What follows belongs to an exercise in optimizing a design on an open flow for small area, a short achievable clock period and few clock cycles; a production flow would make more cautious choices. At most, simulation tests tie the RTL to the original design; equivalence was not proved. For runs 3 to 5, only the layout was checked, not whether the RTL still works. Power figures rest on the tool's default switching activity, not on a simulated workload.

## flow/design.v

```verilog
module wire_codec (
    input  wire        clk,
    input  wire        rst,             
    input  wire        start,
    input  wire [2:0]  start_op,
    input  wire [7:0]  start_n,         
    input  wire [15:0] start_cmd,       
    input  wire [7:0]  start_addr,      
    input  wire [7:0]  start_crc,       
    output wire        busy,
    input  wire        in_valid,
    input  wire [7:0]  in_data,
    output wire        in_ready,
    output reg         out_valid,
    output reg  [7:0]  out_data,
    input  wire        out_ready,
    output wire        done,
    output wire [15:0] status,
    output wire [7:0]  res_crc,
    output wire [7:0]  res_len
);
    localparam [2:0] OP_CRC_GEN   = 3'd0,
                     OP_CRC_CHECK = 3'd1,
                     OP_I2C_WRITE = 3'd2,
                     OP_I2C_READ  = 3'd3,
                     OP_SHDLC_TX  = 3'd4;
    function [7:0] crc_step;
        input [7:0] acc;
        input [7:0] b;
        integer k;
        reg [7:0] a;
        begin
            a = acc ^ b;
            for (k = 0; k < 8; k = k + 1) begin
                if (a[7]) a = {a[6:0], 1'b0} ^ 8'h31;
                else      a = {a[6:0], 1'b0};
            end
            crc_step = a;
        end
    endfunction
    function [7:0] crc_unstep;
        input [7:0] e;
        integer k;
        reg [7:0] a;
        begin
            a = e;
            for (k = 0; k < 8; k = k + 1) begin
                if (a[0]) a = {1'b1, a[7:1] ^ 7'h18};
                else      a = {1'b0, a[7:1]};
            end
            crc_unstep = a;
        end
    endfunction
    function [7:0] sub8;
        input [7:0] a;
        input [7:0] b;
        integer i, d;
        reg [8:0] g, p, g2, p2;
        begin
            g = {a & ~b, 1'b1};
            p = {a ^ ~b, 1'b0};
            for (d = 1; d < 9; d = d * 2) begin
                g2 = g; p2 = p;
                for (i = d; i < 9; i = i + 1) begin
                    g2[i] = g[i] | (p[i] & g[i - d]);
                    p2[i] = p[i] & p[i - d];
                end
                g = g2; p = p2;
            end
            sub8 = (a ^ ~b) ^ g[7:0];
        end
    endfunction
    function is_reserved;
        input [7:0] b;
        begin
            is_reserved = !b[7] && b[4] &&
                          (( b[6] &&  b[5] &&  b[3] &&  b[2] && (b[1] ^ b[0])) ||
                           (!b[6] && !b[5] && !b[3] && !b[2] && b[0]));
        end
    endfunction
    reg s_fin;             
    reg s_crc;             
    reg s_wcmd;            
    reg s_whi, s_wlo;      
    reg s_wcrc;            
    reg s_rhi, s_rlo;      
    reg s_rcrc;            
    reg s_th0, s_th1, s_th2;  
    reg s_tpay;            
    reg s_tchk;            
    reg s_teof;            
    reg       bz_any;      
    reg       dn_any;      
    reg       dn_out;      
    reg       ir_any;      
    reg       ir_out;      
    reg [7:0] cnt;         
    reg [7:0] acc;         
    reg [7:0] p0, p1;      
    reg       chk;         
    reg       bad;         
    reg       bcnt;        
    reg       lo_pend;     
    reg       esc;         
    reg       esc6, esc1;  
    reg [5:0] nlen;        
    reg       inc;         
    assign status  = {14'd0, bcnt, bad};
    assign res_crc = acc;
    assign res_len = {1'b0, nlen, 1'b0};
    wire of      = !out_valid || out_ready;    
    wire fin_now = s_fin && !lo_pend && of;    
    assign busy     = bz_any && !(dn_out && out_ready);
    assign done     = dn_any || (dn_out && out_ready);
    assign in_ready = ir_any || (ir_out && out_ready);
    wire s_thdr = s_th0 | s_th1 | s_th2;
    wire take   = in_valid && in_ready;
    wire accept = start && !busy;
    wire sidle  = !bz_any || dn_out;
    wire sacc   = start && sidle;
    wire a_crc  = (start_op == OP_CRC_GEN) || (start_op == OP_CRC_CHECK);
    wire a_chk  = (start_op == OP_CRC_CHECK);
    wire a_i2c  = (start_op == OP_I2C_WRITE) || (start_op == OP_I2C_READ);
    wire a_wr   = (start_op == OP_I2C_WRITE);
    wire a_rd   = (start_op == OP_I2C_READ);
    wire a_tx   = (start_op == OP_SHDLC_TX);
    wire a_bcnt = a_i2c && (start_n[0] || (start_n > 8'd64));
    wire cnt0   = (cnt == 8'd0);
    wire cnt1   = (cnt == 8'd1);
    wire [7:0] crc_x   = acc ^ in_data;
    wire [7:0] crc_out = crc_step(acc, in_data);
    wire       match   = (crc_x == 8'd0);    
    wire       chk_eq  = (crc_x == p1);      
    wire [7:0] data_byte = ({8{s_wcmd | s_thdr | s_rcrc}} & p0)
                         | ({8{s_whi | s_wlo | s_tpay}} & in_data)
                         | ({8{s_wcrc | s_tchk}} & acc)
                         | ({8{sidle}} & start_cmd[15:8]);
    wire       t_res     = (s_thdr && is_reserved(p0))
                         | (s_tpay && is_reserved(in_data))
                         | (s_tchk && is_reserved(acc));
    wire       k_7e      = s_teof || sidle;
    wire [7:0] k_byte    = esc ? {1'b0, esc6, !esc6, 1'b1, esc6, esc6, esc1, !(esc6 && esc1)}
                               : {6'b011111, k_7e, !k_7e};
    wire       use_k     = esc || s_teof || (sidle && a_tx) || t_res;
    wire [7:0] b1        = use_k ? k_byte : data_byte;
    wire t_go   = !esc && (s_tpay ? take : ((s_thdr | s_tchk) && of));
    wire eof_go = !esc && s_teof && of;
    wire esc_go = esc && of;
    wire r_take = s_rcrc && take;
    wire r_ok   = r_take && !bad && match;
    wire lo_go  = lo_pend && of;
    wire produce = (accept && ((a_wr && !a_bcnt) || a_tx))
                 | ((s_wcmd | s_wcrc) && of)
                 | (take && (s_whi | s_wlo))
                 | t_go | eof_go | esc_go | r_ok | lo_go;
    wire r_last  = r_take && cnt1;
    wire finish  = (s_crc && ((take && cnt1) || cnt0))
                 | (s_rhi && cnt0)
                 | (r_last && !r_ok && !lo_pend);
    wire to_fin  = (accept && a_bcnt)
                 | (s_wcmd && of && cnt0)
                 | (s_wcrc && of && cnt1)
                 | (r_last && (r_ok || lo_pend))
                 | eof_go
                 | (s_fin && !fin_now);
    wire out_valid_d = produce || (out_valid && !out_ready);
    wire lo_pend_d   = r_ok || (lo_pend && !of);
    wire esc_d       = t_go ? t_res : (esc && !esc_go);
    wire bad_d = accept ? (a_chk && start_crc != 8'hFF)
               : (s_crc && take) ? (chk && !chk_eq)
               : (bad || (r_take && !match));
    wire n_crc  = (accept && a_crc) || (s_crc && !finish);
    wire n_wcmd = (accept && a_wr && !a_bcnt) || (s_wcmd && !of);
    wire n_whi  = (s_wcmd && of && !cnt0) || (s_wcrc && of && !cnt1) || (s_whi && !take);
    wire n_wlo  = (s_whi && take) || (s_wlo && !take);
    wire n_wcrc = (s_wlo && take) || (s_wcrc && !of);
    wire n_rhi  = (accept && a_rd && !a_bcnt) || (s_rhi && !take && !cnt0) || (r_take && !cnt1);
    wire n_rlo  = (s_rhi && take) || (s_rlo && !take);
    wire n_rcrc = (s_rlo && take) || (s_rcrc && !take);
    wire n_th0  = (accept && a_tx) || (s_th0 && !t_go);
    wire n_th1  = (s_th0 && t_go) || (s_th1 && !t_go);
    wire n_th2  = (s_th1 && t_go) || (s_th2 && !t_go);
    wire n_tpay = (s_th2 && t_go && !cnt0) || (s_tpay && !(t_go && cnt1));
    wire n_tchk = (s_th2 && t_go && cnt0) || (s_tpay && t_go && cnt1) || (s_tchk && !t_go);
    wire n_teof = (s_tchk && t_go) || (s_teof && !eof_go);
    wire ir_any_d = n_crc || n_rlo || (n_rcrc && bad);
    wire ir_out_d = n_whi || n_wlo || n_rhi || (n_rcrc && !bad) || (n_tpay && !esc_d);
    always @(posedge clk) begin
        if (of)
            out_data <= lo_go ? p0 : b1;
        out_valid <= out_valid_d;
        lo_pend   <= lo_pend_d;
        bz_any <= (accept || (busy && !finish)) && !(to_fin && !lo_pend_d && !out_valid_d);
        dn_any <= finish || (to_fin && !lo_pend_d && !out_valid_d);
        dn_out <= to_fin && !lo_pend_d;
        s_fin  <= to_fin;
        s_crc  <= n_crc;
        s_wcmd <= n_wcmd;
        s_whi  <= n_whi;
        s_wlo  <= n_wlo;
        s_wcrc <= n_wcrc;
        s_rhi  <= n_rhi;
        s_rlo  <= n_rlo;
        s_rcrc <= n_rcrc;
        s_th0  <= n_th0;
        s_th1  <= n_th1;
        s_th2  <= n_th2;
        s_tpay <= n_tpay;
        s_tchk <= n_tchk;
        s_teof <= n_teof;
        ir_any <= ir_any_d;
        ir_out <= ir_out_d;
        bad    <= bad_d;
        esc    <= esc_d;
        if (sacc || (s_wcrc && of) || r_take)
            acc <= 8'hFF;
        else if (take || (s_thdr && t_go))
            acc <= (s_thdr | s_tpay) ? sub8(acc, s_tpay ? in_data : p0) : crc_out;
        if (sacc)
            p0 <= a_tx ? start_addr : start_cmd[7:0];
        else if ((s_rhi && take) || (s_thdr && t_go) || r_ok)
            p0 <= s_rhi ? in_data : p1;
        if (sacc)
            p1 <= a_chk ? crc_unstep(start_crc) : start_cmd[7:0];
        else if ((s_rlo && take) || (s_thdr && t_go))
            p1 <= s_thdr ? cnt : in_data;
        if (sacc)
            cnt <= a_i2c ? {1'b0, start_n[7:1]} : start_n;
        else if ((take && (s_crc | s_rcrc | s_tpay)) || (s_wcrc && of))
            cnt <= cnt - 8'd1;
        if (sacc)
            chk  <= a_chk;
        if (accept) begin
            bcnt <= a_bcnt;
            nlen <= 6'd0;
        end else if (inc)
            nlen <= nlen + 6'd1;
        inc <= r_ok;
        if (t_go) begin
            esc6 <= data_byte[6];
            esc1 <= data_byte[1];
        end
        if (rst) begin
            bz_any    <= 1'b0;
            dn_any    <= 1'b0;
            dn_out    <= 1'b0;
            ir_any    <= 1'b0;
            ir_out    <= 1'b0;
            out_valid <= 1'b0;
            lo_pend   <= 1'b0;
            esc       <= 1'b0;
            inc       <= 1'b0;
            s_fin     <= 1'b0;
            s_crc     <= 1'b0;
            s_wcmd    <= 1'b0;
            s_whi     <= 1'b0;
            s_wlo     <= 1'b0;
            s_wcrc    <= 1'b0;
            s_rhi     <= 1'b0;
            s_rlo     <= 1'b0;
            s_rcrc    <= 1'b0;
            s_th0     <= 1'b0;
            s_th1     <= 1'b0;
            s_th2     <= 1'b0;
            s_tpay    <= 1'b0;
            s_tchk    <= 1'b0;
            s_teof    <= 1'b0;
        end
    end
endmodule
```

## flow/flow/run.sh

```bash
#!/bin/bash
# Standard layout, with the port buffers made from buf_2 cells instead of the smallest buffer.
set -euo pipefail
export BUFFER_PORTS_ARGS="-buffer_cell sky130_fd_sc_hd__buf_2"
bash standard.sh > standard_flow.log 2>&1
```

## flow/standard.sh

```bash
#!/bin/bash
# synth_recipe.tcl (not shown) runs the flow's synth.tcl, then flattens the netlist and writes it again
# the make line also repeats each setting of config.mk as NAME=value (left out here)
make -C /OpenROAD-flow-scripts/flow DESIGN_CONFIG=/design/flow/config.mk WORK_HOME=/design/flow/orfs CLKGATE_MAP_FILE= SYNTH_SCRIPT=/design/flow/synth_recipe.tcl "${@:-finish}"
```

## flow/config.mk

```make
export PLATFORM = sky130hd
export DESIGN_NAME = wire_codec
export DESIGN_NICKNAME = wire_codec
export VERILOG_FILES = /design/flow/design.v
export SDC_FILE = /design/flow/constraint.sdc
export NUM_CORES = 4
export LEC_CHECK = 0
export CAP_MARGIN = 20
export CORE_MARGIN = 2
export CORE_UTILIZATION = 30
export CTS_BUF_LIST = sky130_fd_sc_hd__clkbuf_8
export SETUP_SLACK_MARGIN = 2.5
export SLEW_MARGIN = 20
export TNS_END_PERCENT = 0
```

## flow/constraint.sdc

```tcl
create_clock -name core_clock -period 5.0 [get_ports {clk}]
set_input_delay 1.0000 -clock core_clock [delete_from_list [all_inputs] [get_ports {clk}]]
set_output_delay 1.0000 -clock core_clock [all_outputs]
set_load 0.01 [all_outputs]
```

==> reports/metrics.json, run 1 <==
{
  "route.detailed.drc": 0,
  "irDropWorstVdd_mv": 0.107,
  "detail-route-antenna-nets": 0,
  "min-delay-path-class": "register to register",
  "rows": 48,
  "crit_required_ns": 4.00,
  "static-leakage-power_uw": 0.00239,
  "areaGrowthSynthToFinish_pct": 18.5,
  "largest_net_degree_at_the_start_of_global_routing": 40,
  "p_int_uw": 1130,
  "post-dp-hpwl_um": 11200,
  "tritoncts_clock_tree": "yes",
  "antenna_cells_inserted": 0,
  "clock_tree.htree_level_count": 3,
  "synth-seq-area-share": 0.360,
  "timing.final.hold_violations": 0,
  "initial_utilization": 0.303,
  "timing.critical_path.from_type": "primary input",
  "worst_path_most_repeated_cell": "sky130_fd_sc_hd__buf_2",
  "most_used_cells_in_the_layout_excluding_fill_and_tap_cells": "78 x sky130_fd_sc_hd__buf_2, 70 x sky130_fd_sc_hd__nand2_1, 47 x sky130_fd_sc_hd__nor2_1",
  "power.sequential.fraction": 0.444,
  "grt-ovfl-total": 0,
  "layout.cells.most_common": "sky130_fd_sc_hd__buf_2",
  "number_of_buffers_between_clock_root_and_the_deepest_sink": 2,
  "tritoncts.num_buffers": 9,
  "setup_repair_after_global_routing_missed_its_margin": "true",
  "floorplan.core_area_sq_um": 17100,
  "final-setup-viol-count": 0,
  "yosys_most_used_dff": "sky130_fd_sc_hd__dfxtp_1",
  "wl_per_cell_um": 16.5,
  "via_per_inst": 5.09,
  "synthCells": 588,
  "synth.cell_area_sq_um": 5170,
  "synth.top_cell.area_share": 0.209,
  "vias": 4537,
  "synthesis.yosys.warnings": 1,
  "p_clk_frac": 0.241,
  "maxCapViolations": 0,
  "detail_route.first_pass.iterations": 7,
  "setup_total_negative_slack_ns": 0,
  "synth.largest_area_cell": "sky130_fd_sc_hd__edfxtp_1",
  "cts-root-buf": "sky130_fd_sc_hd__clkbuf_8",
  "finalWeightedCongestion": 0.864,
  "crit_arrival_ns": 1.49,
  "tightest_slew_ns": 0.924,
  "finalHoldWorstSlack_ns": 0.486,
  "total_power_uw": 1730,
  "fmax_mhz": 402,
  "p_per_area_nw_per_um2": 282,
  "antenna_found_initial": 0,
  "power.switching_fraction": 0.348,
  "endpoint_kind": "primary output",
  "synth.ff_latch_count": 75,
  "synth_area_per_cell_sq_um": 8.79,
  "synth_area_leaders": "sky130_fd_sc_hd__edfxtp_1 21%, sky130_fd_sc_hd__dfxtp_1 15%, sky130_fd_sc_hd__xnor2_1 5.3%, sky130_fd_sc_hd__nand2_1 5.2%, sky130_fd_sc_hd__a21oi_1 4.0%",
  "finalMaxSlewViolations": 0,
  "final_nets": 729,
  "ys_types": 62,
  "ys_async_sr_fraction": 0,
  "detailedRoute.firstIterationViolations": 461,
  "layout-drive-gt1-share": 0.233,
  "grt_util_all_layers": 0.160,
  "status": "timing/DRC/antenna clean",
  "clock_sinks": 75,
  "first_pass_grt_wire_length_um": 22700,
  "die_width_um": 135,
  "clkTransAtPathRegs_ns": 0.08,
  "final_period_minus_worst_setup_slack_ns": 2.49,
  "port-buffer-count": 83,
  "cp_max_fo": 4,
  "critPathKind": "primary input to primary output",
  "fill_cells": 1776,
  "switching_power_uw": 601,
  "worst_skew_pair.late_latency_ns": 0.37,
  "path_cells": "buf_2, a21o_1, buf_2",
  "fin_worst_skew_ns": 0.0152,
  "finalCritPeriodShare": 0.498,
  "routed_wl_um": 14700,
  "boundaryPins": 100,
  "synth_enable_flop_cells": 36,
  "power.combinational.fraction": 0.315,
  "grt_pass1_vias": 4148,
  "die_height_um": 135,
  "crit_path_max_incr_delay_ns": 0.19,
  "critPathSlowestCell": "sky130_fd_sc_hd__a21o_1",
  "design.die.area_sq_um": 18300,
  "maxSlewHeadroom": 0.382
}
==> registers in the layout, summed over array words and instances, names as in the netlist, 6 cells and up, named ones only <==
signal / cells
p0: 8
p1: 8
cnt: 8
acc: 8
nlen: 6
out_data: 8
==> per-stage QoR <==
step                      setup WS (ns)  cells   util  area, sq um
after detailed placement           1.69    865  0.335         5720
final                              2.51    891  0.359         6130
after global routing               2.46    891  0.359         6130
after CTS                          2.45    881  0.347         5910
after global placement             1.77    865  0.335         5720
after floorplan                    2.40    603      -         5300
==> Yosys cell counts (all sizes together), types with 4 or more instances <==
master / n
inv: 15
nor4b: 5
clkbuf: 18
a222oi: 8
o21ai: 27
dfxtp: 39
mux2i: 20
xnor2: 34
a21oi: 41
buf: 32
nand4: 12
o211ai: 6
nand2b: 7
ha: 12
nor3: 13
or3: 6
a31oi: 16
xor2: 24
a211oi: 20
nand3: 13
a21o: 9
a22o: 4
a22oi: 4
nor4: 4
nor2: 47
nand2: 72
edfxtp: 36
nor2b: 14
==> critical path, delay by kind of cell <==
kind	cells	cell delay [ns]
AOI/OAI and AO/OA	1	0.19
buffers and inverters	2	0.29
==> metal layers <==
metal  wire, um  track usage  part of all wire  up-vias
met4        175       0.0405             0.012        0
li1           -            -                 -     2250
met2       6730        0.248              0.46      167
met3       1030       0.0382             0.070       18
met5          0            0                 0        -
met1       6800        0.223              0.46     2102
==> path summary, 6_finish.rpt <==
path | from | endpoint | slack (ns) | cells after the start
worst min-delay path | nlen[5] | nlen[5] | 0.49 | 2
worst min register to register | nlen[5] | nlen[5] | 0.49 | 2
worst max register to register | s_tpay | acc[5] | 2.59 | 9
worst max-delay path | out_ready | in_ready | 2.51 | 3
==> repair_timing <==
action,in CTS,in global routing
setup endpoints to repair,28,30
pin swaps,0,13
buffers inserted,0,10
hold buffers,0,0
gates resized for setup,8,32
==> power by group through the flow <==
| stage | sequential [uW] | combinational, uW | clock (uW) |
|---|---|---|---|
| detailed placement | 778 | 511 | 0 |
| finish | 768 | 545 | 416 |
| floorplan | 765 | 389 | 0 |
| CTS | 765 | 516 | 420 |
| global route | 775 | 602 | 452 |
| global placement | 777 | 511 | 0 |
==> layout make-up <==
| cell class | instances | area [sq um] | share of cell area |
|---|---|---|---|
| clock inverter | 7 | 43.8 | 0.00715 |
| multi-input combinational | 463 | 3210 | 0.524 |
| tap | 225 | 282 | 0.0460 |
| inverter | 15 | 65.1 | 0.0106 |
| sequential | 75 | 1860 | 0.304 |
| clock buffer | 9 | 124 | 0.0202 |
| timing repair buffer | 97 | 541 | 0.0882 |
==> kinds of logic (layout without fill, tap and decap cells) <==
kind of cell / after synthesis / count (layout) / synth area share
compound gates: 153 / 153 / 0.199
xor+xnor: 58 / 58 / 0.109
fa+ha+maj: 12 / 12 / 0.0290
buf+inv: 65 / 128 / 0.0658
flops: 75 / 75 / 0.360
mux: 20 / 20 / 0.0387
other cells: 1 / 16 / 0.000725
simple gates: 204 / 204 / 0.197
Testbench counts, summed over its fixed seeds: cycles 29,678.
==> run 2, diff against run 1 <==
--- a/flow/config.mk
+++ b/flow/config.mk
@@ -11,3 +11,3 @@
 export CTS_BUF_LIST = sky130_fd_sc_hd__clkbuf_8
-export SETUP_SLACK_MARGIN = 2.5
+export SETUP_SLACK_MARGIN = 2.8
 export SLEW_MARGIN = 20
==> reports/metrics.json, run 2 <==
{
  "dpl-instance-area": {"value": 5720, "unit": "sq um", "change": "unchanged"},
  "final-setup-viol-count": {"value": 0, "change": "unchanged"},
  "via_per_inst": {"value": 5.11, "change": "+0.26%"},
  "grt_pass1_vias": {"value": 4169, "change": "+0.51%"},
  "detail_route.first_pass.iterations": {"value": 7, "change": "unchanged"},
  "tightest_slew": {"value": 0.937, "unit": "ns", "change": "+0.0131 ns"},
  "ys_types": {"value": 62, "change": "unchanged"},
  "synth_area_per_cell": {"value": 8.79, "unit": "sq um", "change": "unchanged"},
  "muxShareOfSynthArea": {"value": 0.0387, "change": "unchanged"},
  "ys_async_sr_fraction": {"value": 0, "change": "unchanged"},
  "synth_enable_flop_cells": {"value": 36, "change": "unchanged"},
  "finalHoldWorstSlack": {"value": 0.487, "unit": "ns", "change": "+0.000174 ns"},
  "maxCapViolations": {"value": 0, "change": "unchanged"},
  "clock_sinks": {"value": 75, "change": "unchanged"},
  "synthesis.yosys.warnings": {"value": 1, "change": "unchanged"},
  "largest_net_degree_at_the_start_of_global_routing": {"value": 40, "change": "unchanged"},
  "floorplan.core_area": {"value": 17100, "unit": "sq um", "change": "unchanged"},
  "synth-compound-area-share": {"value": 0.199, "change": "unchanged"},
  "p_clk_frac": {"value": 0.237, "change": "-0.004"},
  "min-delay-path-class": "register to register",
  "most_used_cells_in_the_layout_excluding_fill_and_tap_cells": "74 x sky130_fd_sc_hd__buf_2, 70 x sky130_fd_sc_hd__nand2_1, 46 x sky130_fd_sc_hd__nor2_1",
  "antenna_found_initial": {"value": 0, "change": "unchanged"},
  "initial_utilization": {"value": 0.303, "change": "unchanged"},
  "post-dp-hpwl": {"value": 11200, "unit": "um", "change": "unchanged"},
  "worst_flop_to_flop_path_startpoint": "cnt[4]",
  "clock_tree.htree_level_count": {"value": 3, "change": "unchanged"},
  "areaGrowthSynthToFinish_pct": 20.5,
  "synthCells": {"value": 588, "change": "unchanged"},
  "boundaryPins": {"value": 100, "change": "unchanged"},
  "timing.final.hold_violations": {"value": 0, "change": "unchanged"},
  "final_period_minus_worst_setup_slack": {"value": 2.45, "unit": "ns", "change": "-0.0390 ns"},
  "synth.most_common_cell": "sky130_fd_sc_hd__nand2_1",
  "die_width": {"value": 135, "unit": "um", "change": "unchanged"},
  "final_nets": {"value": 733, "change": "+0.55%"},
  "switching_power": {"value": 611, "unit": "uW", "change": "+1.7%"},
  "grt_util_all_layers": {"value": 0.160, "change": "+0.000634"},
  "vias": {"value": 4569, "change": "+0.71%"},
  "layout.cells.most_common": "sky130_fd_sc_hd__buf_2",
  "power.combinational.fraction": {"value": 0.328, "change": "+0.013"},
  "hold_path_startpoint": "nlen[5]",
  "yosys.area_share.adder": {"value": 0.0290, "change": "unchanged"},
  "placed_instances": {"value": 865, "change": "unchanged"},
  "setup_repair_after_global_routing_missed_its_margin": "true",
  "final_design_area_no_fill": {"value": 6230, "unit": "sq um", "change": "+1.8%"},
  "cts.hold.buffers_added": {"value": 0, "change": "unchanged"},
  "first_pass_grt_wire_length": {"value": 22800, "unit": "um", "change": "+0.40%"},
  "p_per_area": {"value": 283, "unit": "nW/um^2", "change": "+0.20%"},
  "grt-ovfl-total": {"value": 0, "change": "unchanged"},
  "endpoint_kind": "primary output",
  "timing.critical_path.from_type": "primary input",
  "final_cells": {"value": 895, "change": "+0.45%"},
  "pre_cts_ws": {"value": 1.69, "unit": "ns", "change": "unchanged"},
  "irDropWorstVdd": {"value": 0.105, "unit": "mV", "change": "-1.8%"},
  "busiest_grt_layer": "met2",
  "status": "timing/DRC/antenna clean",
  "final_critical_path_setup_slack": {"value": 2.55, "unit": "ns", "change": "+0.0390 ns"},
  "tritoncts_clock_tree": "yes",
  "clkTransAtPathRegs": {"value": 0.08, "unit": "ns", "change": "about the same"},
  "crit_arrival": {"value": 1.45, "unit": "ns", "change": "-0.04 ns"},
  "r2r_setup_slack": {"value": 2.63, "unit": "ns", "change": "+0.04 ns"},
  "antenna_cells_inserted": {"value": 0, "change": "unchanged"},
  "synthSimpleGateAreaFrac": {"value": 0.197, "change": "unchanged"},
  "routed_wl": {"value": 14900, "unit": "um", "change": "+0.78%"},
  "layout-drive-gt1-share": {"value": 0.245, "change": "+0.0120"},
  "detailedRoute.firstIterationViolations": {"value": 416, "change": "-9.8%"},
  "tritoncts.num_buffers": {"value": 9, "change": "unchanged"},
  "wl_per_cell": {"value": 16.6, "unit": "um", "change": "+0.33%"},
  "finalCritPeriodShare": {"value": 0.490, "change": "-0.00779"},
  "route.detailed.drc": {"value": 0, "change": "unchanged"},
  "post_synth_xor_area_fraction": {"value": 0.109, "change": "unchanged"},
  "finalMaxSlewViolations": {"value": 0, "change": "unchanged"},
  "static-leakage-power": {"value": 0.00244, "unit": "uW", "change": "+2.1%"},
  "p_int": {"value": 1150, "unit": "uW", "change": "+2.1%"},
  "crit_start": "out_ready",
  "worst_hold_path.num_cells": {"value": 2, "change": "unchanged"},
  "synth_top_family_by_area": "compound AO/OA/AOI/OAI gates",
  "finalWeightedCongestion": {"value": 0.864, "change": "unchanged"},
  "detail-route-antenna-nets": {"value": 0, "change": "unchanged"},
  "synth-seq-area-share": {"value": 0.360, "change": "unchanged"},
  "maxSlewHeadroom": {"value": 0.373, "change": "-0.00878"},
  "port-buffer-count": {"value": 83, "change": "unchanged"},
  "synth.top_cell.area_share": {"value": 0.209, "change": "unchanged"},
  "worst_skew_pair.late_latency": {"value": 0.37, "unit": "ns", "change": "about the same"},
  "power.sequential.fraction": {"value": 0.435, "change": "-0.009"},
  "synth.ff_latch_count": {"value": 75, "change": "unchanged"},
  "critPathKind": "primary input to primary output",
  "die_height": {"value": 135, "unit": "um", "change": "unchanged"},
  "fmax": {"value": 408, "unit": "MHz", "change": "+1.6%"},
  "rows": {"value": 48, "change": "unchanged"},
  "setup_total_negative_slack": {"value": 0, "unit": "ns", "change": "unchanged"},
  "cts-root-buf": "sky130_fd_sc_hd__clkbuf_8",
  "number_of_buffers_between_clock_root_and_the_deepest_sink": {"value": 2, "change": "unchanged"},
  "globalRouteMet1Util": {"value": 0.225, "change": "+0.00185"},
  "crit_required": {"value": 4.00, "unit": "ns", "change": "about the same"},
  "yosys_most_used_dff": "sky130_fd_sc_hd__dfxtp_1",
  "groute.layer.met3.usage": {"value": 0.0355, "change": "-0.00262"},
  "global_route.usage.met2": {"value": 0.250, "change": "+0.00197"},
  "cp_max_fo": {"value": 4, "change": "unchanged"},
  "ys_top_cells_by_count": "72 x sky130_fd_sc_hd__nand2_1, 47 x sky130_fd_sc_hd__nor2_1, 41 x sky130_fd_sc_hd__a21oi_1",
  "power.switching_fraction": {"value": 0.347, "change": "-0.000870"},
  "design.die.area": {"value": 18300, "unit": "sq um", "change": "unchanged"},
  "synth.largest_area_cell": "sky130_fd_sc_hd__edfxtp_1",
  "reg2regPathDepth": {"value": 7, "change": "-2"},
  "synth_area_leaders": "sky130_fd_sc_hd__edfxtp_1 21%, sky130_fd_sc_hd__dfxtp_1 15%, sky130_fd_sc_hd__xnor2_1 5.3%, sky130_fd_sc_hd__nand2_1 5.2%, sky130_fd_sc_hd__a21oi_1 4.0%",
  "synth.cell_area": {"value": 5170, "unit": "sq um", "change": "unchanged"},
  "fin_worst_skew": {"value": 0.0151, "unit": "ns", "change": "-0.0000915 ns"}
}
==> run 2: final timing paths <==
kind	endpoint
setup / recovery	in_ready
hold / removal	nlen[5]
setup reg to reg	ir_out
hold reg to reg	nlen[5]
==> run 2: layout make-up <==
type                    count  area [sq um]
well taps                 225           282
clock buffers               9           124
inverters                  15          56.3
fillers                  1775         10800
repair buffers            101           633
clock inverters             7          43.8
flip-flops and latches     75          1870
multi-input cells         463          3230
==> run 2: timing repair <==
action                     CTS  global route
setup endpoints to repair   64            59
pin swaps                    3            17
resized for setup           20            37
setup buffers                3            11
==> run 2: cells by family after synthesis <==
family | Yosys count
other cells | 1
xor+xnor | 58
buf+inv | 65
mux | 20
fa+ha+maj | 12
compound gates | 153
flops | 75
simple gates | 204
==> run 2: worst max-delay path, cell delays in order <==
cell and delay (ns):
sky130_fd_sc_hd__buf_8 0.11, sky130_fd_sc_hd__a21o_1 0.21, sky130_fd_sc_hd__buf_6 0.13
==> run 2: per-layer routing <==
| metal | share of wire | wire length (um) |
|---|---|---|
| met5 | 0 | 0 |
| met4 | 0.011 | 165 |
| met3 | 0.073 | 1090 |
| met2 | 0.47 | 6920 |
| met1 | 0.45 | 6680 |
==> run 2: through the flow <==
stage | util | power (uW)
finish | 0.365 | 1760
global route | 0.365 | 1860
CTS | 0.351 | 1710
detailed placement | 0.335 | 1290
global placement | 0.335 | 1290
floorplan | - | 1150
==> run 2: power groups by stage <==
| stage | Sequential (uW) | Combinational, uW | Clock [uW] |
|---|---|---|---|
| CTS | 766 | 523 | 420 |
| global placement | 777 | 511 | 0 |
| detailed placement | 778 | 511 | 0 |
| finish | 767 | 578 | 418 |
| global route | 774 | 636 | 450 |
| floorplan | 765 | 389 | 0 |
==> run 3, diff against run 2 <==
--- a/flow/design.v
+++ b/flow/design.v
@@ -106,3 +106,2 @@
     reg [5:0] nlen;        
-    reg       inc;         
     assign status  = {14'd0, bcnt, bad};
@@ -235,5 +234,4 @@
             nlen <= 6'd0;
-        end else if (inc)
+        end else if (r_ok)
             nlen <= nlen + 6'd1;
-        inc <= r_ok;
         if (t_go) begin
@@ -251,3 +249,2 @@
             esc       <= 1'b0;
-            inc       <= 1'b0;
             s_fin     <= 1'b0;
--- a/flow/config.mk
+++ b/flow/config.mk
@@ -11,3 +11,3 @@
 export CTS_BUF_LIST = sky130_fd_sc_hd__clkbuf_8
-export SETUP_SLACK_MARGIN = 2.8
+export SETUP_SLACK_MARGIN = 2.5
 export SLEW_MARGIN = 20
==> reports/metrics.json, run 3 <==
{
  "critPathKind": "primary input to register",
  "cp_num_buf_inv": {"value": 2, "change": "unchanged"},
  "tritoncts.num_buffers": {"value": 9, "change": "unchanged"},
  "post-dp-hpwl": {"value": 11600, "unit": "um", "change": "+3.6%"},
  "number_of_buffers_between_clock_root_and_the_deepest_sink": {"value": 2, "change": "unchanged"},
  "synth-seq-area-share": {"value": 0.359, "change": "-0.00144"},
  "vias": {"value": 4612, "change": "+0.94%"},
  "antenna_cells_inserted": {"value": 0, "change": "unchanged"},
  "min-delay-path-class": "register to register",
  "layout-drive-gt1-share": {"value": 0.214, "change": "-0.0305"},
  "most_used_cells_in_the_layout_excluding_fill_and_tap_cells": "79 x sky130_fd_sc_hd__buf_2, 73 x sky130_fd_sc_hd__nand2_1, 47 x sky130_fd_sc_hd__nor2_1",
  "timing.final.hold_violations": {"value": 0, "change": "unchanged"},
  "synth.largest_area_cell": "sky130_fd_sc_hd__edfxtp_1",
  "final-setup-viol-count": {"value": 0, "change": "unchanged"},
  "crit_required": {"value": 5.07, "unit": "ns", "change": "+1.07 ns"},
  "synth_enable_flop_cells": {"value": 36, "change": "unchanged"},
  "worst_path_dominant_cell_family": "simple AND/OR/NAND/NOR gates",
  "first_pass_grt_wire_length": {"value": 24500, "unit": "um", "change": "+7.3%"},
  "final_period_minus_worst_setup_slack": {"value": 2.67, "unit": "ns", "change": "+0.218 ns"},
  "cts.hold.buffers_added": {"value": 0, "change": "unchanged"},
  "tritoncts_clock_tree": "yes",
  "synthesis.yosys.warnings": {"value": 1, "change": "unchanged"},
  "synth_area_per_cell": {"value": 8.69, "unit": "sq um", "change": "-1.2%"},
  "fin_worst_skew": {"value": 0.0142, "unit": "ns", "change": "-0.000927 ns"},
  "boundaryPins": {"value": 100, "change": "unchanged"},
  "tightest_slew": {"value": 0.787, "unit": "ns", "change": "-0.149 ns"},
  "ys_async_sr_fraction": {"value": 0, "change": "unchanged"},
  "fill_cells": {"value": 1762, "change": "-0.73%"},
  "detail-route-antenna-nets": {"value": 0, "change": "unchanged"},
  "synth.top_cell.area_share": {"value": 0.210, "change": "+0.00143"},
  "yosys_most_used_dff": "sky130_fd_sc_hd__dfxtp_1",
  "maxCapViolations": {"value": 0, "change": "unchanged"},
  "crit_path_max_incr_delay": {"value": 0.61, "unit": "ns", "change": "+0.40 ns"},
  "setup_repair_after_global_routing_missed_its_margin": "true",
  "grt_pass1_vias": {"value": 4496, "change": "+7.8%"},
  "areaGrowthSynthToFinish_pct": 18.6,
  "finalHoldWorstSlack": {"value": 0.496, "unit": "ns", "change": "+0.00923 ns"},
  "grt-ovfl-total": {"value": 0, "change": "unchanged"},
  "layout.cells.most_common": "sky130_fd_sc_hd__buf_2",
  "die_width": {"value": 135, "unit": "um", "change": "-0.33%"},
  "clkTransAtPathRegs": {"value": 0.07, "unit": "ns", "change": "about the same"},
  "ys_top_cells_by_count": "74 x sky130_fd_sc_hd__nand2_1, 48 x sky130_fd_sc_hd__nor2_1, 38 x sky130_fd_sc_hd__a21oi_1, 38 x sky130_fd_sc_hd__dfxtp_1, 36 x sky130_fd_sc_hd__edfxtp_1",
  "grt_util_all_layers": {"value": 0.172, "change": "+0.0115"},
  "seq_area": {"value": 1840, "unit": "sq um", "change": "-1.2%"},
  "worst_skew_pair.late_latency": {"value": 0.37, "unit": "ns", "change": "about the same"},
  "rows": {"value": 47, "change": "-2.1%"},
  "final_design_area_no_fill": {"value": 6090, "unit": "sq um", "change": "-2.3%"},
  "setup_total_negative_slack": {"value": 0, "unit": "ns", "change": "unchanged"},
  "finalWeightedCongestion": {"value": 0.908, "change": "+5.1%"},
  "area_of_the_multi_input_gates": {"value": 3160, "unit": "sq um", "change": "-2.2%"},
  "critPathSlowestCell": "sky130_fd_sc_hd__or4_4",
  "final_core_util": {"value": 0.366, "change": "+0.000599"},
  "clock_sinks": {"value": 74, "change": "-1.3%"},
  "port-buffer-count": {"value": 83, "change": "unchanged"},
  "clock_tree.htree_level_count": {"value": 3, "change": "unchanged"},
  "die_height": {"value": 135, "unit": "um", "change": "-0.33%"},
  "final_nets": {"value": 735, "change": "+0.27%"},
  "dpl-instance-area": {"value": 5670, "unit": "sq um", "change": "-0.88%"},
  "crit_arrival": {"value": 2.74, "unit": "ns", "change": "+1.29 ns"},
  "route.detailed.drc": {"value": 0, "change": "unchanged"},
  "static-leakage-power": {"value": 0.00235, "unit": "uW", "change": "-3.5%"},
  "detailedRoute.firstIterationViolations": {"value": 417, "change": "+0.24%"},
  "status": "timing/DRC/antenna clean",
  "detail_route.first_pass.iterations": {"value": 7, "change": "unchanged"},
  "p_per_area": {"value": 283, "unit": "nW/um^2", "change": "about the same"},
  "synth.ff_latch_count": {"value": 74, "change": "-1.3%"},
  "fmax": {"value": 375, "unit": "MHz", "change": "-8.2%"},
  "irDropWorstVdd": {"value": 0.106, "unit": "mV", "change": "+0.59%"},
  "finalMaxSlewViolations": {"value": 0, "change": "unchanged"},
  "wl_per_cell": {"value": 17.2, "unit": "um", "change": "+3.9%"},
  "synth.most_common_cell": "sky130_fd_sc_hd__nand2_1",
  "synth_area_leaders": "sky130_fd_sc_hd__edfxtp_1 21%, sky130_fd_sc_hd__dfxtp_1 15%, sky130_fd_sc_hd__xnor2_1 5.8%, sky130_fd_sc_hd__nand2_1 5.4%, sky130_fd_sc_hd__mux2i_1 3.9%",
  "synth.cell_area": {"value": 5140, "unit": "sq um", "change": "-0.68%"},
  "design.die.area": {"value": 18200, "unit": "sq um", "change": "-0.66%"},
  "cp_max_fo": {"value": 8, "change": "+4"},
  "finalCritPeriodShare": {"value": 0.534, "change": "+0.0435"},
  "initial_utilization": {"value": 0.309, "change": "+0.00544"},
  "via_per_inst": {"value": 5.17, "change": "+1.3%"},
  "floorplan.core_area": {"value": 16600, "unit": "sq um", "change": "-2.4%"},
  "maxSlewHeadroom": {"value": 0.472, "change": "+0.0988"},
  "cts-root-buf": "sky130_fd_sc_hd__clkbuf_8",
  "synthCells": {"value": 591, "change": "+0.51%"},
  "endpoint_kind": "register",
  "antenna_found_initial": {"value": 0, "change": "unchanged"},
  "worst_path_most_repeated_cell": "sky130_fd_sc_hd__or4_4",
  "timing.critical_path.from_type": "primary input",
  "routed_wl": {"value": 15400, "unit": "um", "change": "+3.6%"},
  "ys_types": {"value": 73, "change": "+18%"},
  "path_cells": "buf_12, xor2_4, or4_4, or4_4, buf_4, nand3_4",
  "largest_net_degree_at_the_start_of_global_routing": {"value": 36, "change": "-10%"}
}
run 3: tightest hold or removal path: cells and delay by family, from the launching register on:
kind	cells	cell delay, ns
AO/OA/AOI/OAI	1	0.08
flip-flops	1	0.31
AND/OR/NAND/NOR	1	0.05
run 3: area by class of cell:
type / instances / share of cell area
Clock buffer: 12 / 0.0271
Clock inverter: 4 / 0.00308
Inverter: 13 / 0.00945
Multi-Input combinational cell: 469 / 0.519
Sequential cell: 74 / 0.303
Tap cell: 220 / 0.0452
Timing Repair Buffer: 100 / 0.0941
run 3: metrics by stage:
step / cells / total power (uW) / setup WS, ns
final: 892 / 1720 / 2.33
after global routing: 892 / 1810 / 2.30
after CTS: 882 / 1700 / 2.34
after detailed placement: 863 / 1260 / 1.69
after global placement: 863 / 1260 / 1.71
after floorplan: 606 / 1120 / 2.02
run 3: logic make-up (layout without fill, tap and decap cells):
group,count (synthesis),in the layout,synth area share
adders and majority gates,12,12,0.0292
muxes,20,20,0.0390
buffers and inverters,63,129,0.0628
AOI/OAI and AO/OA,148,148,0.197
DFF,74,74,0.359
and+or+nand+nor,214,214,0.202
other,1,16,0.000730
xor gates and xnor gates,59,59,0.111
run 3: where the power goes:
part	total (uW)	internal, uW	switching (uW)	leakage [uW]
Sequential	760	692	68.3	0.000661
Clock	437	216	222	0.000102
Combinational	527	238	289	0.00159
run 3: routing by layer:
metal / vias up / wire [um] / global-route usage
li1: 2281 / - / -
met1: 2135 / 7160 / 0.238
met2: 177 / 6930 / 0.270
met3: 19 / 1100 / 0.0409
met4: 0 / 188 / 0.0439
met5: - / 0 / 0
run 3: worst paths after layout:
kind / startpoint / to / slack [ns] / depth (start not counted)
setup / recovery: in_data[4] / p0[1] / 2.33 / 6
hold / removal: s_rlo / s_rlo / 0.50 / 2
setup reg to reg: acc[4] / p0[1] / 2.42 / 5
hold reg to reg: s_rlo / s_rlo / 0.50 / 2
run 3: timing repair:
action,CTS,global route
cloned,0,0
endpoints found under the hold margin,0,0
buffers inserted,3,10
gates resized for setup,16,17
setup endpoints to repair,48,49
pin swaps,4,5
==> run 4, diff against run 3 <==
--- a/flow/design.v
+++ b/flow/design.v
@@ -94,4 +94,2 @@
     reg       dn_out;      
-    reg       ir_any;      
-    reg       ir_out;      
     reg [7:0] cnt;         
@@ -106,2 +104,3 @@
     reg [5:0] nlen;        
+    reg       inc;         
     assign status  = {14'd0, bcnt, bad};
@@ -113,2 +112,4 @@
     assign done     = dn_any || (dn_out && out_ready);
+    wire ir_any = s_crc || s_rlo || (s_rcrc && bad);
+    wire ir_out = s_whi || s_wlo || s_rhi || (s_rcrc && !bad) || (s_tpay && !esc);
     assign in_ready = ir_any || (ir_out && out_ready);
@@ -184,4 +185,2 @@
     wire n_teof = (s_tchk && t_go) || (s_teof && !eof_go);
-    wire ir_any_d = n_crc || n_rlo || (n_rcrc && bad);
-    wire ir_out_d = n_whi || n_wlo || n_rhi || (n_rcrc && !bad) || (n_tpay && !esc_d);
     always @(posedge clk) begin
@@ -209,4 +208,2 @@
         s_teof <= n_teof;
-        ir_any <= ir_any_d;
-        ir_out <= ir_out_d;
         bad    <= bad_d;
@@ -234,4 +231,5 @@
             nlen <= 6'd0;
-        end else if (r_ok)
+        end else if (inc)
             nlen <= nlen + 6'd1;
+        inc <= r_ok;
         if (t_go) begin
@@ -244,4 +242,2 @@
             dn_out    <= 1'b0;
-            ir_any    <= 1'b0;
-            ir_out    <= 1'b0;
             out_valid <= 1'b0;
@@ -249,2 +245,3 @@
             esc       <= 1'b0;
+            inc       <= 1'b0;
             s_fin     <= 1'b0;
--- a/flow/config.mk
+++ b/flow/config.mk
@@ -10,4 +10,3 @@
 export CORE_UTILIZATION = 30
-export CTS_BUF_LIST = sky130_fd_sc_hd__clkbuf_8
-export SETUP_SLACK_MARGIN = 2.5
+export SETUP_SLACK_MARGIN = 3.0
 export SLEW_MARGIN = 20
==> reports/metrics.json, run 4 <==
{
  "grt_util_all_layers": {"value": 0.163, "change": "-0.00850"},
  "synth.largest_area_cell": "sky130_fd_sc_hd__edfxtp_1",
  "cts.hold.buffers_added": {"value": 0, "change": "unchanged"},
  "synthCells": {"value": 594, "change": "+0.51%"},
  "design.die.area": {"value": 18200, "unit": "sq um", "change": "+0.28%"},
  "synth_area_leaders": "sky130_fd_sc_hd__edfxtp_1 21%, sky130_fd_sc_hd__dfxtp_1 14%, sky130_fd_sc_hd__xnor2_1 5.3%, sky130_fd_sc_hd__nand2_1 5.2%, sky130_fd_sc_hd__a21oi_1 4.7%",
  "synthSimpleGateAreaFrac": {"value": 0.196, "change": "-0.00617"},
  "wl_per_cell": {"value": 16.6, "unit": "um", "change": "-3.6%"},
  "finalWeightedCongestion": {"value": 0.863, "change": "-4.9%"},
  "floorplan.core_area": {"value": 16700, "unit": "sq um", "change": "+0.35%"},
  "synth_enable_flop_cells": {"value": 36, "change": "unchanged"},
  "via_per_inst": {"value": 5.15, "change": "-0.41%"},
  "cp_max_fo": {"value": 6, "change": "-2"},
  "synth_area_per_cell": {"value": 8.67, "unit": "sq um", "change": "-0.21%"},
  "final_nets": {"value": 748, "change": "+1.8%"},
  "total_power": {"value": 2180, "unit": "uW", "change": "+27%"},
  "finalMaxSlewViolations": {"value": 0, "change": "unchanged"},
  "tightest_slew": {"value": 0.725, "unit": "ns", "change": "-0.0623 ns"},
  "largest_net_degree_at_the_start_of_global_routing": {"value": 37, "change": "+2.8%"},
  "synth.top_cell.area_share": {"value": 0.210, "change": "-0.000613"},
  "fin_worst_skew": {"value": 0.00735, "unit": "ns", "change": "-0.00683 ns"},
  "detail_route.first_pass.iterations": {"value": 7, "change": "unchanged"},
  "detail-route-antenna-nets": {"value": 0, "change": "unchanged"},
  "p_per_area": {"value": 334, "unit": "nW/um^2", "change": "+18%"},
  "vias": {"value": 4665, "change": "+1.1%"},
  "initial_utilization": {"value": 0.308, "change": "about the same"},
  "endpoint_kind": "primary output",
  "rows": {"value": 47, "change": "unchanged"},
  "area_of_the_multi_input_gates": {"value": 3350, "unit": "sq um", "change": "+5.9%"},
  "switching_power": {"value": 718, "unit": "uW", "change": "+24%"},
  "finalCritPeriodShare": {"value": 0.492, "change": "-0.0414"},
  "fmax": {"value": 406, "unit": "MHz", "change": "+8.4%"},
  "layout.cells.most_common": "sky130_fd_sc_hd__buf_2",
  "boundaryPins": {"value": 100, "change": "unchanged"},
  "cts-root-buf": "sky130_fd_sc_hd__clkbuf_16",
  "first_pass_grt_wire_length": {"value": 23200, "unit": "um", "change": "-5.4%"},
  "status": "timing/DRC/antenna clean",
  "maxSlewHeadroom": {"value": 0.515, "change": "+0.0432"},
  "power.switching_fraction": {"value": 0.329, "change": "-0.00675"},
  "clock_tree.htree_level_count": {"value": 3, "change": "unchanged"},
  "antenna_cells_inserted": {"value": 0, "change": "unchanged"},
  "worst_skew_pair.late_latency": {"value": 0.35, "unit": "ns", "change": "-0.02 ns"},
  "synth.ff_latch_count": {"value": 73, "change": "-1.4%"},
  "crit_start": "out_ready",
  "static-leakage-power": {"value": 0.00258, "unit": "uW", "change": "+9.6%"},
  "tritoncts.num_buffers": {"value": 9, "change": "unchanged"},
  "p_int": {"value": 1470, "unit": "uW", "change": "+28%"},
  "post_synth_xor_area_fraction": {"value": 0.110, "change": "-0.000566"},
  "ys_async_sr_fraction": {"value": 0, "change": "unchanged"},
  "setup_repair_after_global_routing_missed_its_margin": "true",
  "p_clk_frac": {"value": 0.326, "change": "+0.072"},
  "muxShareOfSynthArea": {"value": 0.0410, "change": "+0.00207"},
  "most_used_cells_in_the_layout_excluding_fill_and_tap_cells": "74 x sky130_fd_sc_hd__buf_2, 70 x sky130_fd_sc_hd__nand2_1, 51 x sky130_fd_sc_hd__nor2_1",
  "irDropWorstVdd": {"value": 0.184, "unit": "mV", "change": "+73%"},
  "synth.cell_area": {"value": 5150, "unit": "sq um", "change": "+0.29%"},
  "number_of_buffers_between_clock_root_and_the_deepest_sink": {"value": 2, "change": "unchanged"},
  "critPathKind": "primary input to primary output",
  "layout-drive-gt1-share": {"value": 0.280, "change": "+0.0656"},
  "route.detailed.drc": {"value": 0, "change": "unchanged"},
  "grt_pass1_vias": {"value": 4244, "change": "-5.6%"},
  "synth-seq-area-share": {"value": 0.354, "change": "-0.00493"},
  "post-dp-hpwl": {"value": 11200, "unit": "um", "change": "-3.7%"},
  "min-delay-path-class": "register to register",
  "finalHoldWorstSlack": {"value": 0.491, "unit": "ns", "change": "-0.00443 ns"},
  "synth.most_common_cell": "sky130_fd_sc_hd__nand2_1",
  "yosys_most_used_dff": "sky130_fd_sc_hd__dfxtp_1",
  "fill_cells": {"value": 1715, "change": "-2.7%"},
  "ys_types": {"value": 61, "change": "-16%"},
  "grt-ovfl-total": {"value": 0, "change": "unchanged"},
  "crit_arrival": {"value": 1.46, "unit": "ns", "change": "-1.28 ns"},
  "antenna_found_initial": {"value": 0, "change": "unchanged"},
  "crit_required": {"value": 4.00, "unit": "ns", "change": "-1.07 ns"},
  "die_width": {"value": 135, "unit": "um", "change": "+0.14%"},
  "routed_wl": {"value": 15100, "unit": "um", "change": "-2.1%"},
  "setup_total_negative_slack": {"value": 0, "unit": "ns", "change": "unchanged"},
  "clock_sinks": {"value": 73, "change": "-1.4%"},
  "maxCapViolations": {"value": 0, "change": "unchanged"},
  "timing.critical_path.from_type": "primary input",
  "port-buffer-count": {"value": 83, "change": "unchanged"},
  "power.combinational.fraction": {"value": 0.315, "change": "+0.009"},
  "synthesis.yosys.warnings": {"value": 1, "change": "unchanged"},
  "tritoncts_clock_tree": "yes",
  "clkTransAtPathRegs": {"value": 0.06, "unit": "ns", "change": "about the same"},
  "final-setup-viol-count": {"value": 0, "change": "unchanged"},
  "areaGrowthSynthToFinish_pct": 26.9,
  "power.sequential.fraction": {"value": 0.359, "change": "-0.082"},
  "hold_path_startpoint": "nlen[5]",
  "synth_top_family_by_area": "compound AO/OA/AOI/OAI gates",
  "final_period_minus_worst_setup_slack": {"value": 2.46, "unit": "ns", "change": "-0.207 ns"},
  "detailedRoute.firstIterationViolations": {"value": 374, "change": "-10%"},
  "timing.final.hold_violations": {"value": 0, "change": "unchanged"},
  "yosys.area_share.adder": {"value": 0.0267, "change": "-0.00251"},
  "synth-compound-area-share": {"value": 0.204, "change": "+0.00671"},
  "ys_top_cells_by_count": "72 x sky130_fd_sc_hd__nand2_1, 52 x sky130_fd_sc_hd__nor2_1, 48 x sky130_fd_sc_hd__a21oi_1",
  "die_height": {"value": 135, "unit": "um", "change": "+0.14%"},
  "seq_area": {"value": 1830, "unit": "sq um", "change": "-0.54%"}
}
run 4: cells by family (layout without fill, tap and decap cells):
family | Yosys count | after routing
compound gates | 153 | 153
xor+xnor | 58 | 58
fa+ha+maj | 11 | 11
buf+inv | 68 | 145
flops | 73 | 73
mux | 21 | 21
other cells | 1 | 16
simple gates | 209 | 209
run 4: critical path, stage by stage:
cell and delay [ns]:
sky130_fd_sc_hd__buf_8 0.12, sky130_fd_sc_hd__a21oi_4 0.06, sky130_fd_sc_hd__o21ai_2 0.14, sky130_fd_sc_hd__buf_2 0.14
run 4: layout make-up:
type / instances / share of cell area
multi-input cells: 468 / 0.512
well taps: 220 / 0.0421
inverters: 14 / 0.00861
repair buffers: 115 / 0.107
flip-flops and latches: 73 / 0.280
clock inverters: 6 / 0.0121
clock buffers: 10 / 0.0383
run 4: routing by layer:
metal,track usage,vias up,wire [um]
met5,0,-,0
met4,0.0567,0,353
met2,0.250,187,6720
met3,0.0282,22,1060
met1,0.232,2165,6920
li1,-,2291,-
run 4: stage by stage:
| step | std cells | setup slack [ns] | instance area (sq um) | utilization |
|---|---|---|---|---|
| 2_1_floorplan | 609 | 2.39 | 5320 | - |
| 3_3_place_gp | 861 | 1.70 | 5710 | 0.342 |
| 3_5_place_dp | 861 | 1.65 | 5710 | 0.342 |
| 4_1_cts | 894 | 2.54 | 6330 | 0.379 |
| 5_1_grt | 906 | 2.52 | 6540 | 0.391 |
| 6_report | 906 | 2.54 | 6540 | 0.391 |
run 4: power by group through the flow:
stage | combinational [uW] | sequential, uW | clock [uW]
2_1_floorplan | 457 | 779 | 0
3_3_place_gp | 599 | 791 | 0
3_5_place_dp | 600 | 791 | 0
4_1_cts | 646 | 780 | 722
5_1_grt | 755 | 790 | 751
6_report | 689 | 784 | 712
run 4: what timing repair did:
item	4_1_cts	5_1_grt
setup buffers	17	12
resized for setup	40	22
pin swaps	10	12
endpoints found under the hold margin	0	0
endpoints found under the setup margin	89	94
run 4: final timing paths:
kind | to | slack, ns | cells past startpoint
max | in_ready | 2.54 | 4
min | nlen[5] | 0.49 | 2
max reg2reg | out_data[6] | 2.65 | 5
min reg2reg | nlen[5] | 0.49 | 2
==> run 5, diff against run 4 <==
--- a/flow/design.v
+++ b/flow/design.v
@@ -40,15 +40,2 @@
     endfunction
-    function [7:0] crc_unstep;
-        input [7:0] e;
-        integer k;
-        reg [7:0] a;
-        begin
-            a = e;
-            for (k = 0; k < 8; k = k + 1) begin
-                if (a[0]) a = {1'b1, a[7:1] ^ 7'h18};
-                else      a = {1'b0, a[7:1]};
-            end
-            crc_unstep = a;
-        end
-    endfunction
     function [7:0] sub8;
@@ -94,2 +81,4 @@
     reg       dn_out;      
+    reg       ir_any;      
+    reg       ir_out;      
     reg [7:0] cnt;         
@@ -112,4 +101,2 @@
     assign done     = dn_any || (dn_out && out_ready);
-    wire ir_any = s_crc || s_rlo || (s_rcrc && bad);
-    wire ir_out = s_whi || s_wlo || s_rhi || (s_rcrc && !bad) || (s_tpay && !esc);
     assign in_ready = ir_any || (ir_out && out_ready);
@@ -132,3 +119,3 @@
     wire       match   = (crc_x == 8'd0);    
-    wire       chk_eq  = (crc_x == p1);      
+    wire       chk_eq  = (crc_out == p1);    
     wire [7:0] data_byte = ({8{s_wcmd | s_thdr | s_rcrc}} & p0)
@@ -185,2 +172,4 @@
     wire n_teof = (s_tchk && t_go) || (s_teof && !eof_go);
+    wire ir_any_d = n_crc || n_rlo || (n_rcrc && bad);
+    wire ir_out_d = n_whi || n_wlo || n_rhi || (n_rcrc && !bad) || (n_tpay && !esc_d);
     always @(posedge clk) begin
@@ -208,2 +197,4 @@
         s_teof <= n_teof;
+        ir_any <= ir_any_d;
+        ir_out <= ir_out_d;
         bad    <= bad_d;
@@ -219,3 +210,3 @@
         if (sacc)
-            p1 <= a_chk ? crc_unstep(start_crc) : start_cmd[7:0];
+            p1 <= a_chk ? start_crc : start_cmd[7:0];
         else if ((s_rlo && take) || (s_thdr && t_go))
@@ -242,2 +233,4 @@
             dn_out    <= 1'b0;
+            ir_any    <= 1'b0;
+            ir_out    <= 1'b0;
             out_valid <= 1'b0;
==> reports/metrics.json, run 5 <==
{
  "first_pass_grt_wire_length": {"value": 23900, "unit": "um", "change": "+3.2%"},
  "detail_route.first_pass.iterations": {"value": 5, "change": "-2"},
  "areaGrowthSynthToFinish": {"value": 26.9, "unit": "%", "change": "about the same"},
  "ys_async_sr_fraction": {"value": 0, "change": "unchanged"},
  "most_used_cells_in_the_layout_excluding_fill_and_tap_cells": "74 x sky130_fd_sc_hd__buf_2, 63 x sky130_fd_sc_hd__nand2_1, 42 x sky130_fd_sc_hd__nor2_1",
  "tightest_slew": {"value": 0.613, "unit": "ns", "change": "-0.112 ns"},
  "irDropWorstVdd": {"value": 0.202, "unit": "mV", "change": "+9.7%"},
  "floorplan.core_area": {"value": 16600, "unit": "sq um", "change": "-0.35%"},
  "finalWeightedCongestion": {"value": 0.871, "change": "+0.92%"},
  "initial_utilization": {"value": 0.308, "change": "-0.000564"},
  "worst_skew_pair.late_latency": {"value": 0.35, "unit": "ns", "change": "about the same"},
  "largest_net_degree_at_the_start_of_global_routing": {"value": 36, "change": "-2.7%"},
  "maxSlewHeadroom": {"value": 0.591, "change": "+0.0759"},
  "route.detailed.drc": {"value": 0, "change": "unchanged"},
  "grt-ovfl-total": {"value": 0, "change": "unchanged"},
  "static-leakage-power": {"value": 0.00254, "unit": "uW", "change": "-1.5%"},
  "final-setup-viol-count": {"value": 0, "change": "unchanged"},
  "antenna_cells_inserted": {"value": 0, "change": "unchanged"},
  "critPathKind": "primary input to register",
  "crit_required": {"value": 5.05, "unit": "ns", "change": "+1.05 ns"},
  "worstReg2RegEnd": "bad",
  "via_per_inst": {"value": 5.29, "change": "+2.7%"},
  "r2r_setup_slack": {"value": 2.66, "unit": "ns", "change": "about the same"},
  "die_height": {"value": 135, "unit": "um", "change": "-0.26%"},
  "placed_instances": {"value": 849, "change": "-1.4%"},
  "synth_area_leaders": "sky130_fd_sc_hd__edfxtp_1 21%, sky130_fd_sc_hd__dfxtp_1 15%, sky130_fd_sc_hd__nand2_1 4.8%, sky130_fd_sc_hd__mux2i_1 4.7%, sky130_fd_sc_hd__a211oi_1 3.5%",
  "layout.cells.most_common": "sky130_fd_sc_hd__buf_2",
  "crit_arrival": {"value": 2.51, "unit": "ns", "change": "+1.05 ns"},
  "vias": {"value": 4687, "change": "+0.47%"},
  "crit_start": "in_data[7]",
  "tritoncts_clock_tree": "yes",
  "clock_tree.htree_level_count": {"value": 3, "change": "unchanged"},
  "ys_types": {"value": 68, "change": "+11%"},
  "setup_total_negative_slack": {"value": 0, "unit": "ns", "change": "unchanged"},
  "maxCapViolations": {"value": 0, "change": "unchanged"},
  "cts-root-buf": "sky130_fd_sc_hd__clkbuf_16",
  "cts.hold.buffers_added": {"value": 0, "change": "unchanged"},
  "synth-seq-area-share": {"value": 0.363, "change": "+0.00971"},
  "final_period_minus_worst_setup_slack": {"value": 2.45, "unit": "ns", "change": "-0.00744 ns"},
  "min-delay-path-class": "register to register",
  "endpoint_kind": "register",
  "yosys_most_used_dff": "sky130_fd_sc_hd__dfxtp_1",
  "synth.cell_area": {"value": 5120, "unit": "sq um", "change": "-0.53%"},
  "timing.critical_path.from_type": "primary input",
  "final_nets": {"value": 729, "change": "-2.5%"},
  "hold_path_end": "s_rlo",
  "cp_max_fo": {"value": 8, "change": "+2"},
  "synth_area_per_cell": {"value": 8.85, "unit": "sq um", "change": "+2.0%"},
  "synth.largest_area_cell": "sky130_fd_sc_hd__edfxtp_1",
  "tritoncts.num_buffers": {"value": 9, "change": "unchanged"},
  "antenna_found_initial": {"value": 0, "change": "unchanged"},
  "finalCritPeriodShare": {"value": 0.491, "change": "-0.00149"},
  "layout-drive-gt1-share": {"value": 0.261, "change": "-0.0186"},
  "timing.final.hold_violations": {"value": 0, "change": "unchanged"},
  "synth.most_common_cell": "sky130_fd_sc_hd__nand2_1",
  "status": "timing/DRC/antenna clean",
  "ys_top_cells_by_count": "65 x sky130_fd_sc_hd__nand2_1, 43 x sky130_fd_sc_hd__nor2_1, 39 x sky130_fd_sc_hd__dfxtp_1",
  "number_of_buffers_between_clock_root_and_the_deepest_sink": {"value": 2, "change": "unchanged"},
  "fmax": {"value": 408, "unit": "MHz", "change": "+0.30%"},
  "boundaryPins": {"value": 100, "change": "unchanged"},
  "synth.top_cell.area_share": {"value": 0.211, "change": "+0.00113"},
  "detail-route-antenna-nets": {"value": 0, "change": "unchanged"},
  "p_per_area": {"value": 339, "unit": "nW/um^2", "change": "+1.3%"},
  "grt_pass1_vias": {"value": 4263, "change": "+0.45%"},
  "setup_repair_after_global_routing_missed_its_margin": "true",
  "hold_path_startpoint": "s_rlo",
  "final_cells": {"value": 886, "change": "-2.2%"},
  "synth_enable_flop_cells": {"value": 36, "change": "unchanged"},
  "worst_hold_path.num_cells": {"value": 2, "change": "unchanged"},
  "grt_util_all_layers": {"value": 0.171, "change": "+0.00778"},
  "clkTransAtPathRegs": {"value": 0.07, "unit": "ns", "change": "about the same"},
  "fin_worst_skew": {"value": 0.00810, "unit": "ns", "change": "+0.000751 ns"},
  "wl_per_cell": {"value": 17.7, "unit": "um", "change": "+6.2%"},
  "routed_wl": {"value": 15600, "unit": "um", "change": "+3.9%"},
  "synth.ff_latch_count": {"value": 75, "change": "+2.7%"},
  "post-dp-hpwl": {"value": 11500, "unit": "um", "change": "+3.1%"},
  "detailedRoute.firstIterationViolations": {"value": 405, "change": "+8.3%"},
  "design.die.area": {"value": 18100, "unit": "sq um", "change": "-0.52%"},
  "port-buffer-count": {"value": 83, "change": "unchanged"},
  "reg2regPathDepth": {"value": 6, "change": "+1"},
  "worst_flop_to_flop_path_startpoint": "acc[3]",
  "die_width": {"value": 135, "unit": "um", "change": "-0.26%"},
  "finalMaxSlewViolations": {"value": 0, "change": "unchanged"},
  "synthesis.yosys.warnings": {"value": 1, "change": "unchanged"},
  "rows": {"value": 47, "change": "unchanged"},
  "final_core_util": {"value": 0.391, "change": "-0.000646"},
  "synthCells": {"value": 579, "change": "-2.5%"},
  "clock_sinks": {"value": 75, "change": "+2.7%"}
}
==> run 5: changes by cell type after synthesis, moves of 7 or more <==
cell and change:
sky130_fd_sc_hd__nand2_1 -7, sky130_fd_sc_hd__nor2_1 -9, sky130_fd_sc_hd__nor2b_1 +10, sky130_fd_sc_hd__a21oi_1 -15
sky130_fd_sc_hd__xnor2_1 -12
==> run 5: power breakdown <==
part           switching [uW]  internal [uW]  leakage [uW]
combinational             379            338       0.00172
sequential               82.8            721      0.000669
clock                     299            381      0.000154
==> run 5: cells by family (layout without fill, tap and decap cells) <==
family / after synthesis / count (layout) / synth area share
adder cells (fa/ha/maj): 12 / 12 / 0.0293
AO/OA/AOI/OAI: 147 / 147 / 0.197
buffers and inverters: 63 / 135 / 0.0608
XOR/XNOR: 43 / 43 / 0.0911
multiplexers: 26 / 26 / 0.0513
flip-flops: 75 / 75 / 0.363
other: 1 / 16 / 0.000732
AND/OR/NAND/NOR: 212 / 212 / 0.206
==> run 5: area by class of cell <==
| cell class | instances | area, sq um |
|---|---|---|
| well taps | 220 | 275 |
| multi-input cells | 456 | 3310 |
| clock inverters | 6 | 62.6 |
| clock buffers | 10 | 250 |
| fillers | 1643 | 10100 |
| inverters | 12 | 45.0 |
| repair buffers | 107 | 697 |
| flip-flops and latches | 75 | 1870 |
==> run 5: worst max-delay path, stage by stage <==
cell                      delay [ns]
sky130_fd_sc_hd__buf_12         0.11
sky130_fd_sc_hd__xnor2_4        0.28
sky130_fd_sc_hd__nand4_1        0.23
sky130_fd_sc_hd__or3_4          0.47
sky130_fd_sc_hd__or2_4          0.28
sky130_fd_sc_hd__nand3_4        0.14
==> run 5: worst max path at each step <==
| stage | to | slack [ns] | depth (start not counted) |
|---|---|---|---|
| after floorplan | bad | 2.31 | 7 |
| after global placement | p1[0] | 1.84 | 8 |
| after detailed placement | p1[0] | 1.76 | 8 |
| after CTS | in_ready | 2.54 | 3 |
| after global routing | acc[3] | 2.50 | 7 |
| final | p0[4] | 2.55 | 6 |
==> run 5: what timing repair did <==
item | CTS | global route
resized for setup | 38 | 42
pin swaps | 11 | 24
endpoints found under the setup margin | 90 | 97
setup buffers | 9 | 12
==> run 5: stage by stage <==
stage	hold WS, ns	setup slack (ns)	area [sq um]	power [uW]
finish	0.485	2.55	6500	2200
detailed placement	0.476	1.76	5660	1410
global route	0.519	2.50	6500	2300
CTS	0.484	2.54	6210	2140
global placement	0.473	1.84	5660	1420
floorplan	0.447	2.31	5230	1250
==> run 5: metal layers <==
layer / vias up / routed length (um) / GRT usage
met3: 23 / 1100 / 0.0323
met4: 0 / 331 / 0.0766
li1: 2249 / - / -
met1: 2196 / 7220 / 0.243
met5: - / 0 / 0
met2: 219 / 6990 / 0.252

## what the ideal ports hide
The results above use ideal ports. As a check the final layouts listed here were re-extracted and re-timed, cells and wires unchanged.
Step 1 assumes that a clkbuf_16 drives the clock port and a buf_2 every other input.
Step 2 moves the port delays by t, midway between the first and last clock arrival at a register: inputs arrive t later, outputs are due t later. That takes back most of the time a late clock gives input paths.
Slacks: no drivers / after step 1 / after step 2; pairs: no drivers / after step 1.
run	shift t [ns]	setup slack, ns	latest minus earliest clock arrival (ns)	cell pins on the clock port's net
run 1	0.402	2.510 / 2.491 / 2.155	0.016 / 0.016	1
run 2	0.399	2.549 / 2.509 / 2.160	0.016 / 0.016	1
run 3	0.392	2.332 / 2.315 / 1.923	0.014 / 0.014	1
run 4	0.385	2.539 / 2.489 / 2.205	0.008 / 0.007	1
run 5	0.389	2.546 / 2.521 / 2.151	0.008 / 0.008	1
After both steps setup and hold are still met in every run listed. The setup slack of run 3, which loses most, moves by -0.017 ns with the drivers and by -0.409 ns with both steps.
